This design comes from an exercise in tuning for small area, a short achievable clock period and few clock cycles per item on the open sky130 flow, not from production work. In this exercise RTL edits were held to simulation tests only and were not proved equivalent to the original. No activity file was given, so power comes from the tool's default toggle rates.

$ cat flow/design.v
module bemu_alu (
    input  wire        clk,
    input  wire        rst,
    input  wire        start,
    input  wire [7:0]  op,
    input  wire [3:0]  size,
    input  wire [63:0] a,
    input  wire [63:0] b,
    input  wire [63:0] rflag,
    output wire        done,
    output wire [63:0] result,
    output wire        taken,
    output wire        fault
);
    wire [4:0] o = op[4:0];
    wire lo8 = ~o[4] & ~o[3];                
    wire hi8 = ~o[4] & o[3];                 
    wire op_mov = lo8 & ~o[0];
    wire op_add = lo8 & o[0];
    wire op_sub = hi8 & (o[2:0] == 3'd0);
    wire op_mul = hi8 & (o[2:0] == 3'd1);
    wire op_mod = hi8 & (o[2:0] == 3'd3);
    wire op_inc = hi8 & (o[2:0] == 3'd4);
    wire op_dec = hi8 & (o[2:0] == 3'd5);
    wire op_cmp = hi8 & (o[2:0] == 3'd6);
    wire op_divmod = hi8 & ~o[2] & o[1];
    wire k8  = ~size[0];                       
    wire k16 = size[2] | size[3];              
    wire k32 = size[3];                        
    wire [63:0] mask = {{32{k32}}, {16{k16}}, {8{k8}}, 8'hFF};
    wire [63:0] am = a & mask;
    wire [63:0] bm = b & mask;
    wire sa = (size[0] & a[7]) | (size[1] & a[15]) | (size[2] & a[31]) | (size[3] & a[63]);
    wire sb = (size[0] & b[7]) | (size[1] & b[15]) | (size[2] & b[31]) | (size[3] & b[63]);
    wire bz = (bm == 64'd0);
    wire fz = (rflag == 64'd0);
    wire fn = rflag[63];
    reg  cond;
    always @(*) begin
        case (o)
            5'h0F:   cond = fz;
            5'h10:   cond = !fz;
            5'h11:   cond = fn;
            5'h12:   cond = !fn && !fz;
            5'h13:   cond = fn || fz;
            5'h14:   cond = !fn;
            default: cond = 1'b0;
        endcase
    end
    wire use_a = op_add | (hi8 & (o[2:0] != 3'd1) & (o[2:0] != 3'd7));
    wire b_pos = lo8;                                  
    wire b_neg = hi8 & ~o[0] & ~(o[2] ^ o[1]);         
    wire [63:0] xa = {64{use_a}} & mask;              
    wire [63:0] xs = {64{op_cmp}} & ~mask;            
    wire [63:0] yp = {64{b_pos}} & mask;              
    wire [63:0] yn = {64{b_neg}} & mask;              
    wire [63:0] ys = {64{op_cmp}} & ~mask;            
    wire [63:0] y1 = {64{op_dec}} & mask;             
    wire [63:0] x_in = (a & xa) | ({64{sa}} & xs);
    wire [63:0] y_in = (b & yp) | (~b & yn) | ({64{~sb}} & ys) | y1;
    wire c_in = hi8 & ~o[0] & (o[2] | ~o[1]);         
    wire kill8  = size[0] & ~op_cmp;
    wire kill16 = size[1] & ~op_cmp;
    wire [7:0] anz, bnz;
    genvar gi;
    generate for (gi = 0; gi < 8; gi = gi + 1) begin : g_nz
        assign anz[gi] = |am[8*gi+7:8*gi];
        assign bnz[gi] = |bm[8*gi+7:8*gi];
    end endgenerate
    wire [7:0] ath, bth;    
    assign ath[7] = anz[7];
    assign bth[7] = bnz[7];
    generate for (gi = 6; gi >= 0; gi = gi - 1) begin : g_th
        assign ath[gi] = ath[gi+1] | anz[gi];
        assign bth[gi] = bth[gi+1] | bnz[gi];
    end endgenerate
    wire a_short = |(bth & ~ath);
    reg         idle, s_mul, s_dv, s_nrm;
    reg         done_r, taken_r, fault_r;
    reg  [63:0] R, E, Q;
    reg         c32;
    reg         g8, g16, g32;             
    reg         is_mod;
    reg  [5:0]  cnt;
    assign done   = done_r;
    assign taken  = taken_r;
    assign fault  = fault_r;
    assign result = {sumh[31:0], R[31:0]};
    wire in_norm = s_nrm;
    wire in_div  = s_dv;    
    function automatic [5:0] booth(input [3:0] q, input qm);
        begin
            booth[0] = q[0] ^ qm;                                       
            booth[1] = (q[1] & ~q[0] & ~qm) | (~q[1] & q[0] & qm);      
            booth[2] = q[1] & ~(q[0] & qm);                             
            booth[3] = q[2] ^ q[1];                                     
            booth[4] = (q[3] & ~q[2] & ~q[1]) | (~q[3] & q[2] & q[1]);  
            booth[5] = q[3] & ~(q[2] & q[1]);                           
        end
    endfunction
    localparam [5:0] DIV_CTL = 6'b000_101;    
    reg  [5:0]  bc;
    reg         fc0, cin_al;
    wire b0s1 = bc[0];
    wire b0s2 = bc[1];
    wire b0n  = bc[2];
    wire b1s1 = bc[3];
    wire b1s2 = bc[4];
    wire b1n  = bc[5];
    wire [3:0] mq_in = a_short ? am[3:0] : bm[3:0];
    wire [63:0] e2 = {E[62:0], 1'b0};
    wire [63:0] p0 = ((E & {64{b0s1}}) | (e2 & {64{b0s2}})) ^ {64{b0n}};
    wire [63:0] p1 = {((E[61:0] & {62{b1s1}}) | (e2[61:0] & {62{b1s2}})), 2'b00} ^ {64{b1n}};
    wire [63:0] fs = R ^ p0 ^ p1;
    wire [63:0] fm = (R & p0) | (R & p1) | (p0 & p1);
    wire [32:0] suml;
    wire [32:0] sumh;
    wire [64:0] sum;
    wire [63:0] fc = {fm[62:0], fc0};
    bemu_add #(.W(32)) adl (.x(x_in[31:0]), .y(y_in[31:0]), .ci(c_in), .s(suml));
    bemu_add #(.W(32)) adh (.x(R[63:32]), .y(Q[63:32]), .ci(c32), .s(sumh));
    bemu_add #(.W(64)) al  (.x(fs), .y(fc), .ci(cin_al), .s(sum));
    wire        ge   = sum[64] | fm[63];    
    wire [63:0] rmask = {{32{g32}}, {16{g16}}, {8{g8}}, 8'hFF};
    wire        mul_last = (Q[63:3] == 61'd0);
    wire [63:0] tR;
    assign tR[63] = R[63];
    generate for (gi = 62; gi >= 0; gi = gi - 1) begin : g_tr
        assign tR[gi] = tR[gi+1] | R[gi];
    end endgenerate
    wire fit16 = ~|({E[47:0], 16'd0} & ~tR) & ~|E[63:48];
    wire fit4  = ~|({E[59:0], 4'd0} & ~tR) & ~|E[63:60];
    wire fit1  = ~|({E[62:0], 1'b0} & ~tR) & ~E[63];
    wire norm_shift = in_norm & ~fault_r & (fit16 | fit4 | fit1);
    wire [63:0] q_next = {Q[62:0], ge};
    wire        div_last = (cnt == 6'd0);
    always @(posedge clk) begin
        if (rst) begin
            idle   <= 1'b1;
            s_mul  <= 1'b0;
            s_dv   <= 1'b0;
            s_nrm  <= 1'b0;
            done_r <= 1'b0;
        end else if (idle) begin
            done_r <= start & ~op_mul & ~op_divmod;
            if (start & op_mul) begin
                idle  <= 1'b0;
                s_mul <= 1'b1;
            end
            if (start & op_divmod) begin
                idle  <= 1'b0;
                s_dv  <= 1'b1;
                s_nrm <= 1'b1;
            end
        end else if (s_mul) begin
            if (mul_last) begin
                idle   <= 1'b1;
                s_mul  <= 1'b0;
                done_r <= 1'b1;
            end
        end else begin
            if (fault_r || (!norm_shift && cnt == 6'd0)) begin
                idle   <= 1'b1;
                s_dv   <= 1'b0;
                done_r <= 1'b1;
            end
            if (!norm_shift)
                s_nrm <= 1'b0;
        end
    end
    always @(posedge clk) begin
        if (idle) begin
            R       <= {x_in[63:32], suml[31:17], suml[16] & ~kill16,
                        suml[15:9], suml[8] & ~kill8, suml[7:0]};
            c32     <= suml[32] & (k32 | op_cmp);
            taken_r <= cond;
            fault_r <= op_divmod & bz;
            g8      <= k8;
            g16     <= k16;
            g32     <= k32;
            is_mod  <= op_mod;
            cnt     <= 6'd0;
            if (op_divmod) begin
                bc     <= DIV_CTL;
                fc0    <= 1'b0;
                cin_al <= 1'b1;
            end else begin
                bc     <= booth(mq_in, 1'b0);
                fc0    <= booth(mq_in, 1'b0) >> 2;
                cin_al <= booth(mq_in, 1'b0) >> 5;
            end
            E       <= (op_mul & ~a_short) ? am : bm;
            Q       <= op_mul ? (a_short ? am : bm) : y_in;
        end else if (s_mul) begin
            R <= sum[63:0] & rmask;
            Q  <= {4'b0000, Q[63:4]};
            E  <= {E[59:0], 4'b0000};
            bc     <= booth(Q[7:4], Q[3]);
            fc0    <= booth(Q[7:4], Q[3]) >> 2;
            cin_al <= booth(Q[7:4], Q[3]) >> 5;
        end else if (norm_shift) begin
            Q <= 64'd0;
            if (fit16) begin
                E   <= {E[47:0], 16'd0};
                cnt <= cnt + 6'd16;
            end else if (fit4) begin
                E   <= {E[59:0], 4'd0};
                cnt <= cnt + 6'd4;
            end else begin
                E   <= {E[62:0], 1'b0};
                cnt <= cnt + 6'd1;
            end
        end else begin
            Q   <= q_next;
            E   <= {1'b0, E[63:1]};
            cnt <= cnt - 6'd1;
            if (ge & ~fault_r & ~(div_last & ~is_mod))
                R <= sum[63:0];
            else if (fault_r)
                R <= 64'd0;
            else if (div_last & ~is_mod)
                R <= q_next;
            if (div_last)
                Q[63:32] <= 32'd0;
        end
    end
endmodule
module bemu_add #(parameter W = 32) (
    input  wire [W-1:0] x,
    input  wire [W-1:0] y,
    input  wire         ci,
    output wire [W:0]   s
);
    wire [W+1:0] t = {1'b0, x, 1'b1} + {1'b0, y, ci};
    assign s = t[W+1:1];
endmodule
$ cat flow/flow/run.sh
#!/bin/bash
# The standard layout (standard.sh: the standard flow's synthesis and ORFS flow, with
# config.mk's settings), except that
#  - buffer_ports gives each port a plain buf_1 instead of the delay cell
#    (clkdlybuf4s50_1) it picks by itself.
# The clock period and constraint.sdc are the design's.
set -euo pipefail
MARGIN=6.0
bash standard.sh SETUP_SLACK_MARGIN=$MARGIN \
  "BUFFER_PORTS_ARGS=-buffer_cell sky130_fd_sc_hd__buf_1" finish > standard_flow.log 2>&1
$ cat flow/standard.sh
#!/bin/bash
# synth_recipe.tcl (not shown) runs the flow's synth.tcl, then flattens the netlist and writes it again
# the make line also repeats each setting of config.mk as NAME=value (left out here)
make -C /OpenROAD-flow-scripts/flow DESIGN_CONFIG=/design/flow/config.mk WORK_HOME=/design/flow/orfs CLKGATE_MAP_FILE= SYNTH_SCRIPT=/design/flow/synth_recipe.tcl "${@:-finish}"
$ cat flow/config.mk
export PLATFORM = sky130hd
export DESIGN_NAME = bemu_alu
export DESIGN_NICKNAME = bemu_alu
export VERILOG_FILES = /design/flow/design.v
export SDC_FILE = /design/flow/constraint.sdc
export NUM_CORES = 4
export LEC_CHECK = 0
export CAP_MARGIN = 20
export CORE_MARGIN = 2
export CORE_UTILIZATION = 40
export SLEW_MARGIN = 20
export SYNTH_HIERARCHICAL = 1
$ cat flow/constraint.sdc
create_clock -name core_clock -period 12.0 [get_ports {clk}]
set_input_delay 2.4000 -clock core_clock [delete_from_list [all_inputs] [get_ports {clk}]]
set_output_delay 2.4000 -clock core_clock [all_outputs]
set_load 0.01 [all_outputs]
==> impl_results.md, run 1 <==
* Status: complete, no violations
* Setup slack, reg-to-reg at just over 6 ns
* Max Cap Viol at 0
* H-tree levels at 1
* Area of placed instances at 28700 sq um
* Final std cells w/o fill at 4460
* TNS Setup at 0 ns
* Tot Pwr at 4.79 mW
* Clock skew at 0.0201 ns
* Residual DRC at 0
* CP Launch Type: flop
* Gpl congestion at 0.950
* Vias in the first global route at 26900
* Std cell rows at 96
* Final instance area at approximately 30000 sq um
* GRT Util Overall at 0.311
* RSZ-0062 raised after global routing: true
* Final WL at 116 mm
* Nets at 3969
* Syn Nets at 3937
* CP Capture Type: flop
* Total congestion overflow at 0
* F_max at ~0.17 GHz
* Setup Crit Path Kind: flop to flop
* Tmin final at 5.90 ns
* Final hold violations at 0
* Via density at 6.51
* Die Y-Extent at about 270 microns
* Slew @ Worst Pin at ~1.0 ns
* Inserted Clock Buffers at 28
* Slew Limit Fails at 0
* Yosys warning total at 7
* Largest net degree at the start of global routing at 78
* Clock sink total at 217
* Via count at 29000
* Share of layout cells above drive strength 1 at 0.0878
* Synthesis-to-finish area growth at 9.44%
* Final setup viols at 0
* Cell Area, Synth at approximately 28000 sq um
* Drt first pass iters at 10
* TritonCTS clock tree: yes
* Initial antenna violation count at 0
* Worst Path Required at 12.33 ns
* First-pass GRT wire length at 170 mm
* Root Driver: clkbuf_16
* Detail Placement HPWL at 86.8 mm
* CTS max path bufs at 3
* Peak supply drop at just under 0.1 mV
* Fin util at 0.441
* I/O Buffers at 270
* CP arrival at 6.23 ns
* Core footprint at just under 70000 sq um
* Die X-Extent at 267 microns
* # IOs at 274
* Worst slew margin at 0.294
* Crit share post-route at 0.492
* Wire per inst at 25.9 microns
* Leak at 12.0 nW
* Die area at 71100 sq um
* Detail Route Antenna Nets at 0
* Clk slew on worst S/H paths at 0.07 ns
* Syn_area_per_cell at a little under 8 sq um
* Starting DRT DRC Count at 3624
* Initial Util at 0.403
* Clk latency of the worst-skew pair at 0.60 ns
* Worst Hold Class: flop to flop
* Cell Pwr Density at 159 nW/um^2
* Placed cell count at 4392
* Cells after synthesis at 3523
* CP max FO at 31
## state kept, by name, indices dropped and copies added (netlist names)
signal and count:
taken_r 1, s_nrm 1, s_mul 1, bc 6, R 64, fault_r 1
c32 1, done_r 1, g32 1, g16 1, Q 64, cin_al 1
idle 1, is_mod 1, E 64, cnt 6, g8 1, fc0 1
## power by group
| part | switching [mW] | leakage (nW) | internal [mW] |
|---|---|---|---|
| clock | 0.377 | 0.433 | 0.486 |
| sequential | 0.147 | 2.07 | 0.825 |
| combinational | 1.85 | 9.53 | 1.10 |
| total | 2.37 | 12.0 | 2.41 |
## placed cells by master (no fill, tap or decap), types with 24 or more instances in the layout
| cell type | instances |
|---|---|
| mux2_2 | 63 |
| clkbuf_16 | 30 |
| ha_1 | 126 |
| o21ai_0 | 223 |
| buf_1 | 264 |
| fa_1 | 67 |
| a31oi_1 | 25 |
| nor3_1 | 38 |
| o21bai_1 | 32 |
| nor2b_1 | 64 |
| o21ai_1 | 31 |
| nand4_1 | 45 |
| edfxtp_1 | 79 |
| inv_1 | 116 |
| nor3b_1 | 32 |
| a21oi_1 | 348 |
| o22ai_1 | 24 |
| mux2i_1 | 73 |
| nor2_1 | 210 |
| a211oi_1 | 30 |
| a222oi_1 | 46 |
| o211ai_1 | 47 |
| a211o_1 | 27 |
| xor2_1 | 55 |
| a221o_1 | 26 |
| xnor2_1 | 199 |
| dfxtp_1 | 131 |
| a221oi_1 | 71 |
| buf_4 | 44 |
| a22oi_1 | 163 |
| nand3_1 | 41 |
| a21o_1 | 117 |
| nand2_1 | 251 |
| nor4_1 | 65 |
## routing by layer
| layer | wire length, microns | part of all wire | track usage |
|---|---|---|---|
| met5 | 0 | 0 | 0 |
| met2 | 51300 | 0.44 | 0.494 |
| met1 | 49300 | 0.43 | 0.430 |
| met3 | 11100 | 0.096 | 0.0516 |
| met4 | 3830 | 0.033 | 0.0922 |
## area by class of cell
cell class | count | area, sq um
Antenna cell | 2 | 5.00
Clock buffer | 41 | 811
Clock inverter | 10 | 77.6
Fill cell | 7043 | 38300
Inverter | 119 | 450
Multi-Input combinational cell | 2858 | 20900
Sequential cell | 217 | 5150
Tap cell | 882 | 1100
Timing Repair Buffer | 331 | 1650
## final timing paths
check,startpoint,endpoint,cells past startpoint
setup reg to reg,bc[3],R[46],21
setup / recovery,bc[3],R[46],21
hold reg to reg,done_r,done_r,2
hold / removal,done_r,done_r,2
## per-stage QoR
stage,hold slack [ns],setup slack [ns]
2_1_floorplan,0.452,6.01
3_3_place_gp,0.449,4.61
3_5_place_dp,0.452,4.49
4_1_cts,0.467,6.02
5_1_grt,0.495,5.97
6_report,0.465,6.10
## what timing repair did
item / in CTS / in global routing
setup buffers: 3 / 10
setup endpoints to repair: 197 / 143
cloned: 1 / 1
resized for setup: 49 / 73
endpoints found under the hold margin: 0 / 0
hold buffers: 0 / 0
pin swaps: 3 / 7
## critical path, stage by stage, from the launching register on
cell	delay, ns
edfxtp_1	0.39
buf_4	0.15
clkbuf_16	0.21
a22oi_1	0.24
xnor2_1	0.17
fa_1	0.45
ha_1	0.42
nand4_1	0.15
or2_1	0.32
or4b_1	0.52
o32a_2	0.29
a31oi_4	0.28
nand2_1	0.15
o41ai_4	0.38
a21o_1	0.16
nand2b_2	0.18
nor2b_4	0.20
or2_4	0.21
nor3_2	0.06
buf_6	0.21
a221oi_1	0.31
inv_1	0.08
Testbench counts, summed over its fixed seeds: cycles 28,128, ops 12,000.
==> run 2: changes to the inputs <==
--- a/flow/flow/run.sh
+++ b/flow/flow/run.sh
@@ -5,6 +5,6 @@
 #    (clkdlybuf4s50_1) it picks by itself.
 # The clock period and constraint.sdc are the design's.
 set -euo pipefail
-MARGIN=6.0
+MARGIN=6.15
 bash standard.sh SETUP_SLACK_MARGIN=$MARGIN \
   "BUFFER_PORTS_ARGS=-buffer_cell sky130_fd_sc_hd__buf_1" finish > standard_flow.log 2>&1
==> run 2 against run 1 <==
Compared with the run above:
- non-clock buffer count up 35
- clock-buffer cell count shrank 4
- cell count grew 0.81%
- die area is the same
- via count up 1.6%
- core utilization grew 1.1 points
- synthesized area unchanged
- clock skew fell by 0.0024 ns
- maximum frequency up 2.4%
- first-iteration DRC count increased by 8.3%
- register-to-register slack gained 0.17 ns
- sequential share of layout area fell by 0.40 points
- critical path type is now input port to flop
- critical endpoint is now R[31]
==> impl_results.md, run 2 <==
* Die X-Extent at 267 microns (unchanged)
* CP Capture Type: flop (unchanged)
* Syn Nets at 3937 (unchanged)
* Slew Limit Fails at 0 (unchanged)
* Vias in the first global route at 27300 (was 26900)
* Inserted Clock Buffers at 28 (unchanged)
* Hold_sp: done_r (unchanged)
* Share of layout cells above drive strength 1 at 0.111 (was 0.0878)
* Gpl congestion at 0.972 (was 0.950)
* CP arrival at 6.07 ns (was 6.23 ns)
* GRT Util Overall at 0.315 (was 0.311)
* Synthesis-to-finish area growth at 12.1% (was 9.44%)
* CTS max path bufs at 3 (unchanged)
* Nets at 4005 (was 3969)
* Setup Crit Path Kind: input port to flop (was flop to flop)
* Clock sink total at 217 (unchanged)
* Final instance area at 30900 sq um (was 30200 sq um)
* Worst Path Required at 12.31 ns (was 12.33 ns)
* Worst slew margin at 0.137 (was 0.294)
* Largest regs: E x64, Q x64, R x64 (unchanged)
* Root Driver: clkbuf_16 (unchanged)
* First-pass GRT wire length at 173 mm (was 170 mm)
* Detail Placement HPWL at 88.0 mm (was 86.8 mm)
* Wire per inst at 26.2 microns (was 25.9 microns)
* Final setup viols at 0 (unchanged)
* Final hold violations at 0 (unchanged)
* Cell Area, Synth at 27600 sq um (unchanged)
* Worst Hold Class: flop to flop (unchanged)
* Commonest non-fill, non-tap cells in the layout: a21oi_1 (346), buf_1 (264), nand2_1 (248) (was a21oi_1 (348), buf_1 (264), nand2_1 (251))
* CP max FO at 33 (was 31)
* Clk slew on worst S/H paths at 0.07 ns (about the same)
* Area of placed instances at 28700 sq um (about the same)
* TNS Setup at 0 ns (unchanged)
* I/O Buffers at 270 (unchanged)
* Leak at 12.3 nW (was 12.0 nW)
* Largest net degree at the start of global routing at 78 (unchanged)
* Clk latency of the worst-skew pair at 0.61 ns (was 0.60 ns)
* Fin Hold WS at 0.479 ns (was 0.465 ns)
* Crit share post-route at 0.480 (was 0.492)
* Syn_area_per_cell at 7.83 sq um (unchanged)
* Storage cell area at 5150 sq um (about the same)
* Core footprint at 68500 sq um (unchanged)
* Die Y-Extent at 267 microns (unchanged)
* CP Launch Type: input port (was flop)
* F_max at 0.174 GHz (was 0.170 GHz)
* Final WL at 118 mm (was 116 mm)
* Std cell rows at 96 (unchanged)
* Yosys warning total at 7 (unchanged)
* Die area at 71100 sq um (unchanged)
* Most common cell after layout, fill and taps aside: a21oi_1 (unchanged)
* # IOs at 274 (unchanged)
* R2R Path Start: bc[3] (unchanged)
* Clock skew at 0.0177 ns (was 0.0201 ns)
* Initial Util at 0.403 (unchanged)
* Starting DRT DRC Count at 3924 (was 3624)
* Tmin final at 5.76 ns (was 5.90 ns)
* Cells after synthesis at 3523 (unchanged)
* Total congestion overflow at 0 (unchanged)
* RSZ-0062 raised after global routing: false (was true)
* Status: complete, no violations (unchanged)
* Via density at 6.56 (was 6.51)
* H-tree levels at 1 (unchanged)
* TritonCTS clock tree: yes (unchanged)
* Cell Pwr Density at 161 nW/um^2 (was 159 nW/um^2)
* Detail Route Antenna Nets at 0 (unchanged)
* Drt first pass iters at 10 (unchanged)
* Area of the multi-input gates at 21300 sq um (was 20900 sq um)
* Max Cap Viol at 0 (unchanged)
* Initial antenna violation count at 6 (was 0)
* Fill count at 6945 (was 7043)
* Peak supply drop at 0.0951 mV (was 0.0970 mV)
* Crit path from: a[63] (was bc[3])
* Via count at 29500 (was 29000)
* Slew @ Worst Pin at 1.28 ns (was 1.05 ns)
* # hold bufs at CTS at 0 (unchanged)
* Residual DRC at 0 (unchanged)
==> run 2: what timing repair did <==
| item | in CTS | in global routing |
|---|---|---|
| endpoints found under the setup margin | 190 | 102 |
| pin swaps | 8 | 36 |
| setup buffers | 23 | 28 |
| cloned | 3 | 1 |
| resized for setup | 76 | 111 |
==> run 2: through the flow <==
step	power, mW	std cells	setup slack (ns)	utilization
finish	4.98	4496	6.24	0.452
global route	5.24	4496	6.14	0.452
CTS	4.69	4466	6.16	0.440
detailed placement	3.72	4388	4.20	0.419
global placement	3.72	4387	4.18	0.419
floorplan	2.92	3523	6.16	-
==> run 2: final timing paths <==
| path | end | slack (ns) | cells past startpoint |
|---|---|---|---|
| max reg2reg | R[48] | 6.27 | 23 |
| max | R[31] | 6.24 | 18 |
| min reg2reg | done_r | 0.48 | 2 |
| min | done_r | 0.48 | 2 |
==> run 2: report_power, final <==
group	switching [mW]	internal, mW
logic	1.92	1.22
registers	0.151	0.826
clock network	0.384	0.489
total	2.45	2.53
==> run 2: critical path: stages <==
cell and delay [ns]:
buf_1 0.54, a22oi_1 0.18, a21oi_2 0.21, nand2b_1 0.12
buf_12 0.19, nor2_4 0.16, buf_4 0.15, a21o_1 0.09
ha_1 0.29, a21o_1 0.20, a21oi_1 0.16, o21bai_1 0.12
or2_2 0.28, o211ai_1 0.29, a21oi_1 0.12, xor2_1 0.19
a22oi_1 0.20, o21ai_0 0.17
==> run 2: cell type report <==
cell class                 count  share of cell area
antenna                        1           0.0000809
clock buffer                  37              0.0247
clock inverter                15             0.00449
inverter                     119              0.0146
multi-input combinational   2859               0.690
sequential                   217               0.167
tap                          882              0.0357
timing repair buffer         366              0.0638
==> run 2: metal layers <==
| layer | GRT usage | part of all wire | vias up |
|---|---|---|---|
| met2 | 0.510 | 0.45 | 1653 |
| met1 | 0.428 | 0.42 | 14200 |
| met4 | 0.108 | 0.036 | 2 |
| li1 | - | - | 13400 |
| met3 | 0.0446 | 0.093 | 221 |
| met5 | 0 | 0.00011 | - |
==> run 3: changes to the inputs <==
--- a/flow/flow/run.sh
+++ b/flow/flow/run.sh
@@ -5,6 +5,6 @@
 #    (clkdlybuf4s50_1) it picks by itself.
 # The clock period and constraint.sdc are the design's.
 set -euo pipefail
-MARGIN=6.15
+MARGIN=6.3
 bash standard.sh SETUP_SLACK_MARGIN=$MARGIN \
   "BUFFER_PORTS_ARGS=-buffer_cell sky130_fd_sc_hd__buf_1" finish > standard_flow.log 2>&1
--- a/flow/config.mk
+++ b/flow/config.mk
@@ -8,5 +8,6 @@
 export CAP_MARGIN = 20
 export CORE_MARGIN = 2
 export CORE_UTILIZATION = 40
+export CTS_BUF_LIST = sky130_fd_sc_hd__clkbuf_4 sky130_fd_sc_hd__clkbuf_8
 export SLEW_MARGIN = 20
 export SYNTH_HIERARCHICAL = 1
==> run 3 against run 2 <==
Compared with the run above:
- critical path depth up 1
- first-iteration DRC count decreased by 13%
- global-route usage barely moved
- critical endpoint is now R[29]
- highest routed layer unchanged
==> impl_results.md, run 3 <==
* Largest net degree at the start of global routing at 79 (was 78)
* Clock sink total at 217 (unchanged)
* Cell Area, Synth at 27600 sq um (unchanged)
* Peak supply drop at 0.0833 mV (was 0.0951 mV)
* Clock skew at 0.0536 ns (was 0.0177 ns)
* Std cell rows at 96 (unchanged)
* Via count at 29600 (was 29500)
* Yosys warning total at 7 (unchanged)
* Commonest non-fill, non-tap cells in the layout: a21oi_1 (337), buf_1 (260), nand2_1 (247) (was a21oi_1 (346), buf_1 (264), nand2_1 (248))
* First-pass GRT wire length at 172 mm (was 173 mm)
* # hold bufs at CTS at 0 (unchanged)
* F_max at 0.177 GHz (was 0.174 GHz)
* Gpl congestion at 0.988 (was 0.972)
* Max Cap Viol at 0 (unchanged)
* CTS max path bufs at 3 (unchanged)
* Root Driver: clkbuf_8 (was clkbuf_16)
* Clk slew on worst S/H paths at 0.06 ns (was 0.07 ns)
* Tmin final at 5.65 ns (was 5.76 ns)
* Detail Route Antenna Nets at 0 (unchanged)
* Final setup margin at 6.35 ns (was 6.24 ns)
* Cell Pwr Density at 158 nW/um^2 (was 161 nW/um^2)
* Hold Path Stages at 2 (unchanged)
* Final setup viols at 0 (unchanged)
* Core footprint at 68500 sq um (unchanged)
* Worst slew margin at 0.217 (was 0.137)
* CP Launch Type: input port (unchanged)
* TNS Setup at 0 ns (unchanged)
* Die Y-Extent at 267 microns (unchanged)
* Wire per inst at 26.0 microns (was 26.2 microns)
* Largest regs: E x64, Q x64, R x64 (unchanged)
* Status: complete, no violations (unchanged)
* Syn_area_per_cell at 7.83 sq um (unchanged)
* CP max FO at 8 (was 33)
* Placed cell count at 4387 (was 4388)
* Initial antenna violation count at 4 (was 6)
* CP Capture Type: flop (unchanged)
* TritonCTS clock tree: yes (unchanged)
* GRT Util Overall at 0.315 (about the same)
* Fin util at 0.459 (was 0.452)
* Clk latency of the worst-skew pair at 0.66 ns (was 0.61 ns)
* Drt first pass iters at 15 (was 10)
* Starting DRT DRC Count at 3398 (was 3924)
* Share of layout cells above drive strength 1 at 0.139 (was 0.111)
* Nets at 4037 (was 4005)
* Vias in the first global route at 27400 (was 27300)
* I/O Buffers at 270 (unchanged)
* Worst Hold Class: flop to flop (unchanged)
* H-tree levels at 2 (was 1)
* # IOs at 274 (unchanged)
* Inserted Clock Buffers at 45 (was 28)
* Detail Placement HPWL at 87.0 mm (was 88.0 mm)
* Residual DRC at 0 (unchanged)
* CP arrival at 5.98 ns (was 6.07 ns)
* Slew @ Worst Pin at 1.16 ns (was 1.28 ns)
* Crit share post-route at 0.470 (was 0.480)
* Worst Path Required at 12.34 ns (was 12.31 ns)
* Initial Util at 0.403 (unchanged)
* Cells after synthesis at 3523 (unchanged)
* Total congestion overflow at 0 (unchanged)
* Leak at 12.5 nW (was 12.3 nW)
* Most common cell after layout, fill and taps aside: a21oi_1 (unchanged)
* Syn Nets at 3937 (unchanged)
* Fill count at 6982 (was 6945)
* Final std cells w/o fill at 4544 (was 4496)
* Synthesis-to-finish area growth at 13.8% (was 12.1%)
* Final WL at 118 mm (about the same)
* R2R cell count at 21 (was 23)
* Setup Crit Path Kind: input port to flop (unchanged)
* Pre-CTS WS at 4.80 ns (was 4.20 ns)
* Slew Limit Fails at 0 (unchanged)
* Die X-Extent at 267 microns (unchanged)
* Die area at 71100 sq um (unchanged)
* Final hold violations at 0 (unchanged)
* Tot Pwr at 4.97 mW (was 4.98 mW)
* RSZ-0062 raised after global routing: true (was false)
* Via density at 6.51 (was 6.56)
run 3: routing by layer:
layer,part of all wire,wire [microns],track usage,up-vias
li1,-,-,-,13400
met1,0.42,49300,0.428,14200
met2,0.45,52700,0.505,1643
met3,0.10,11800,0.0564,237
met4,0.036,4300,0.102,4
met5,0.00019,23,0,-
run 3: layout make-up:
type	count	area, sq um	area share
Tap cell	882	1100	0.0352
Multi-Input combinational cell	2857	21500	0.685
Timing Repair Buffer	383	2220	0.0708
Inverter	119	450	0.0143
Antenna cell	2	5.00	0.000159
Clock inverter	17	130	0.00414
Sequential cell	217	5170	0.165
Clock buffer	67	816	0.0260
run 3: worst paths after layout:
path	from	endpoint	slack, ns
max	op[3]	R[29]	6.35
min	done_r	done_r	0.46
max reg2reg	bc[0]	R[41]	6.40
min reg2reg	done_r	done_r	0.46
run 3: where the power goes:
group / internal (mW) / switching, mW / total, mW
Combinational: 1.22 / 1.91 / 3.13
Sequential: 0.827 / 0.145 / 0.972
Clock: 0.478 / 0.390 / 0.868
run 3: what timing repair did:
| item | in CTS | in global routing |
|---|---|---|
| endpoints found under the setup margin | 227 | 165 |
| setup buffers | 31 | 34 |
| cloned | 3 | 3 |
| resized for setup | 99 | 154 |
| pin swaps | 17 | 42 |
run 3: through the flow:
step,hold WS (ns),area [sq um]
after global routing,0.506,31400
after CTS,0.469,30400
after detailed placement,0.451,28700
after global placement,0.453,28700
final,0.464,31400
after floorplan,0.452,27700
run 3: critical path, stage by stage:
cell and delay (ns):
clkbuf_4 0.16, nor2b_4 0.16, and2_4 0.21, nand4_1 0.20, mux2i_4 0.32, buf_4 0.17
a211o_1 0.12, ha_2 0.34, a21oi_2 0.23, o21ai_0 0.12, a211o_1 0.31, a21oi_2 0.17
o41ai_4 0.09, buf_4 0.17, a211oi_2 0.21, a211oi_2 0.07, xor2_1 0.18, a22oi_1 0.19
o21ai_1 0.15

==> separate check: timing with driven ports <==
How much do the figures lean on ideal ports? The routed layouts below were timed once more, with nothing changed but the port constraints.
Step 1 assumes that a clkbuf_16 drives the clock port and a buf_2 every other input.
Step 2, shift: input delay + t, output delay - t, t = (earliest + latest rising clock arrival at the registers) / 2. This alone moves slack from input paths to output paths.
Slacks: no drivers / after step 1 / after step 2; pairs: no drivers / after step 1.
| run | shift t [ns] | slack for setup (ns) | hold slack, ns | worst setup path after step 2 | latest minus earliest clock arrival (ns) |
|---|---|---|---|---|---|
| run 1 | 0.654 | 6.101 / 6.091 / 5.586 | 0.465 / 0.465 / 0.465 | input to register | 0.020 / 0.020 |
| run 2 | 0.664 | 6.240 / 6.206 / 5.612 | 0.479 / 0.479 / 0.479 | input to register | 0.018 / 0.018 |
| run 3 | 0.694 | 6.354 / 6.310 / 5.700 | 0.464 / 0.464 / 0.464 | input to register | 0.053 / 0.053 |
After both steps every run listed still meets setup and hold. The setup slack of run 3, which loses most, moves by -0.044 ns with the drivers and by -0.654 ns with both steps.
